This design comes from an exercise in tuning for small area, a short achievable clock period and few clock cycles on the open sky130 flow, not from production work.
RTL that was checked went through simulation tests only; none was proved equivalent to the original.
Power and IR drop assume default switching activity.

== job 5964 ==
==> flow/design.v (excerpt) <==
module patch_encoder (
    input             clk,
    input             rst,
    input             large_patch,
    input             in_valid,
    output            in_ready,
    input      [1:0]  in_kind,
    input      [31:0] in_coef,
    input      [15:0] in_stride,
    input      [7:0]  in_patch_size,
    input      [7:0]  in_layer_type,
    input      [7:0]  in_quant_wbits,
    input      [31:0] in_dc_offset,
    input      [15:0] in_range,
    input      [31:0] in_patch_ids,
    input      [15:0] in_postquant,
    output            out_valid,
    input             out_ready,
    output     [7:0]  out_data,
    output            out_last
);
    localparam [1:0] C_GH = 2'd0, C_PH = 2'd1, C_COEF = 2'd2, C_END = 2'd3;
    localparam [1:0] E_GH = 2'd0, E_PE = 2'd1, E_CF = 2'd2;    
    reg        in_ready_q;
    assign in_ready = in_ready_q;
    wire       fire = in_valid & in_ready_q;
    reg [1:0]  exp_k;
    reg [6:0]  n_cur;         
  ...
For scale: roughly 4800 cells after synthesis, about 1900 flip-flops, roughly 75000 sq um of cells after synthesis.
Settings: LEC_CHECK=0, ABC_CLOCK_PERIOD_IN_PS=2700, CAP_MARGIN=20, CORE_MARGIN=2, CORE_UTILIZATION=40, CTS_CLUSTER_DIAMETER=80, CTS_CLUSTER_SIZE=24, SETUP_SLACK_MARGIN=3.8, SLEW_MARGIN=20; clock period 6.5 ns.
run.sh (not shown) runs the stock make flow with config.mk's settings and CLKGATE_MAP_FILE= SYNTH_SCRIPT=/design/flow/synth_recipe.tcl, a recipe that flattens the netlist after the stock synthesis.
Testbench counts of job 5964, summed over its fixed seeds: cycles 13,490.
The following lists how job 881 was set up differently from job 5964:
--- a/flow/design.v
+++ b/flow/design.v
@@ -37,16 +37,18 @@
     wire       ph_we0 = in_valid & (in_kind == C_PH) & ph_ok[0];
     wire       ph_we1 = in_valid & (in_kind == C_PH) & ph_ok[1];
     reg        gh_ok;         
     wire       gh_we  = in_valid & (in_kind == C_GH) & gh_ok;
     wire       f_end = fire & !k_cf & (in_kind == C_END);
     wire       f_job = f_gh | f_ph | f_end;
     wire       jq_pop, ds_pop, gh_pop;      
-    reg [1:0]  jq_wp, jq_rp;
-    reg [2:0]  jq_cnt;
+    reg [2:0]  jq_wx, jq_rx;    
+    wire [1:0] jq_wp  = jq_wx[1:0];
+    wire [1:0] jq_rp  = jq_rx[1:0];
+    wire [2:0] jq_cnt = jq_wx - jq_rx;
     wire [1:0] jq_tail = jq_wp - 2'd1;
     wire       tail_ok = (jq_cnt >= 3'd2) | (jq_cnt == 3'd1) & !jq_pop;
     wire       att_end = f_end & tail_ok & !jq_ghf[jq_tail];
     wire       att_gh  = f_gh & tail_ok;
     wire       f_push  = f_job & !att_end & !att_gh;
     reg [6:0]  n_lut;
     always @(*) begin
@@ -168,33 +170,30 @@
         if (att_gh)  jq_ghf[jq_tail]  <= 1'b1;
         if (e_v)    jq_done[e_j]   <= 1'b1;
         if (rst) begin
             in_ready_q <= 1'b1;
             ph_ok      <= 2'b00;
             gh_ok      <= 1'b1;
             exp_k      <= E_GH;
-            jq_wp      <= 2'd0;
-            jq_cnt     <= 3'd0;
+            jq_wx      <= 3'd0;
             ds_wp      <= 1'b0;
             ds_cnt     <= 2'd0;
             gh_full    <= 1'b0;
             c_cf       <= 1'b0;
             c_ph       <= 1'b0;
         end else begin
             in_ready_q <= ready_n;
             gh_ok      <= ready_n & (exp_n != E_CF);
             ph_ok[0]   <= ready_n & (exp_n != E_CF) & ((ds_wp ^ f_ph) == 1'b0);
             ph_ok[1]   <= ready_n & (exp_n != E_CF) & ((ds_wp ^ f_ph) == 1'b1);
             exp_k      <= exp_n;
-            if (f_push & !jq_pop)      jq_cnt <= jq_cnt + 3'd1;
-            else if (!f_push & jq_pop) jq_cnt <= jq_cnt - 3'd1;
             if (f_ph & !ds_pop)       ds_cnt <= ds_cnt + 2'd1;
             else if (!f_ph & ds_pop)  ds_cnt <= ds_cnt - 2'd1;
             gh_full    <= gh_full_n;
-            if (f_push) jq_wp <= jq_wp + 2'd1;
+            if (f_push) jq_wx <= jq_wx + 3'd1;
             if (f_ph)  ds_wp <= !ds_wp;
         end
     end
     reg [3:0]  q_lo;
     reg [16:0] oracc;
     reg [1:0]  pj;
     reg        t1_eff, t1_sg;
@@ -479,23 +478,23 @@
         if (go) begin
             u1_val <= n_val;
             u1_len <= n_len;
             u1_end <= n_end;
         end
         if (rst) begin
             es     <= S_IDLE;
-            jq_rp  <= 2'd0;
+            jq_rx  <= 3'd0;
             ds_rp  <= 1'b0;
             rp_oh  <= 64'd1;
             tok_v  <= 1'b0;
             u_v    <= 1'b0;
             u1_v   <= 1'b0;
         end else begin
             es <= es_n;
-            if (pop_j) jq_rp <= jq_rp + 2'd1;
+            if (pop_j) jq_rx <= jq_rx + 3'd1;
             if (pop_d) ds_rp <= !ds_rp;
             if (tok_load) rp_oh <= {rp_oh[62:0], rp_oh[63]};
             if (tok_load)     tok_v <= 1'b1;
             else if (tok_use) tok_v <= 1'b0;
             if (u_acc || !u_v) begin
                 u_v  <= u1_v | go;
                 u1_v <= 1'b0;
## What came out
- ~same fraction of area in multi-input gates in job 5964 and job 881
- Summary of job 881 over job 5964: worst setup slack now smaller, die boundary width comparable, post-route fraction of the period consumed by the critical path now larger, final design utilization now larger.
- Initial antenna violation count (lower): job 5964
- Between job 5964 and job 881, clock network fraction of total power decreased.
- Global-route usage sits higher in job 881 than in job 5964.
- Comparing job 5964 and job 881, the lower power was measured on job 5964.
- Relative to job 5964, power density of the placed cells has increased by 1.3% in job 881.
- Total vias in the final route delta for job 881 relative to job 5964: 189 higher
- Job 5964 → job 881: reported max-cap violation count level, post-route minimum period moved up.
Function not checked in job 881: the RTL went through the layout flow alone.

-- separate check: timing with driven ports --
The results above use ideal ports. As a check the final layouts listed here were re-extracted and re-timed, cells and wires unchanged.
Step 1 (the two cells are an assumption about what drives the block):
set clk [get_ports {clk}]
set_driving_cell -lib_cell sky130_fd_sc_hd__clkbuf_16 $clk
set_driving_cell -lib_cell sky130_fd_sc_hd__buf_2 [delete_from_list [all_inputs] $clk]
Step 2 adds t to the input delays and takes it off the output delays; t is the mean of the earliest and latest rising clock arrival at the registers after step 1. Input paths then give back, and output paths get back, about the clock's delay inside the block.
Three values: ideal, step 1, step 2; two values: the first two.
run | t (ns) | setup slack, ns | worst hold slack (ns) | worst setup path after step 2 | worst data-port slew with drivers (ns)
job 5964 | 0.851 | 3.734 / 3.734 / 3.117 | 0.341 / 0.341 / 0.341 | input to register | 0.12
job 881 | 0.847 | 3.672 / 3.698 / 2.879 | 0.337 / 0.337 / 0.337 | input to register | 0.11
After both steps setup and hold are still met in every run listed. The setup slack of job 881, which loses most, moves by +0.026 ns with the drivers and by -0.793 ns with both steps.
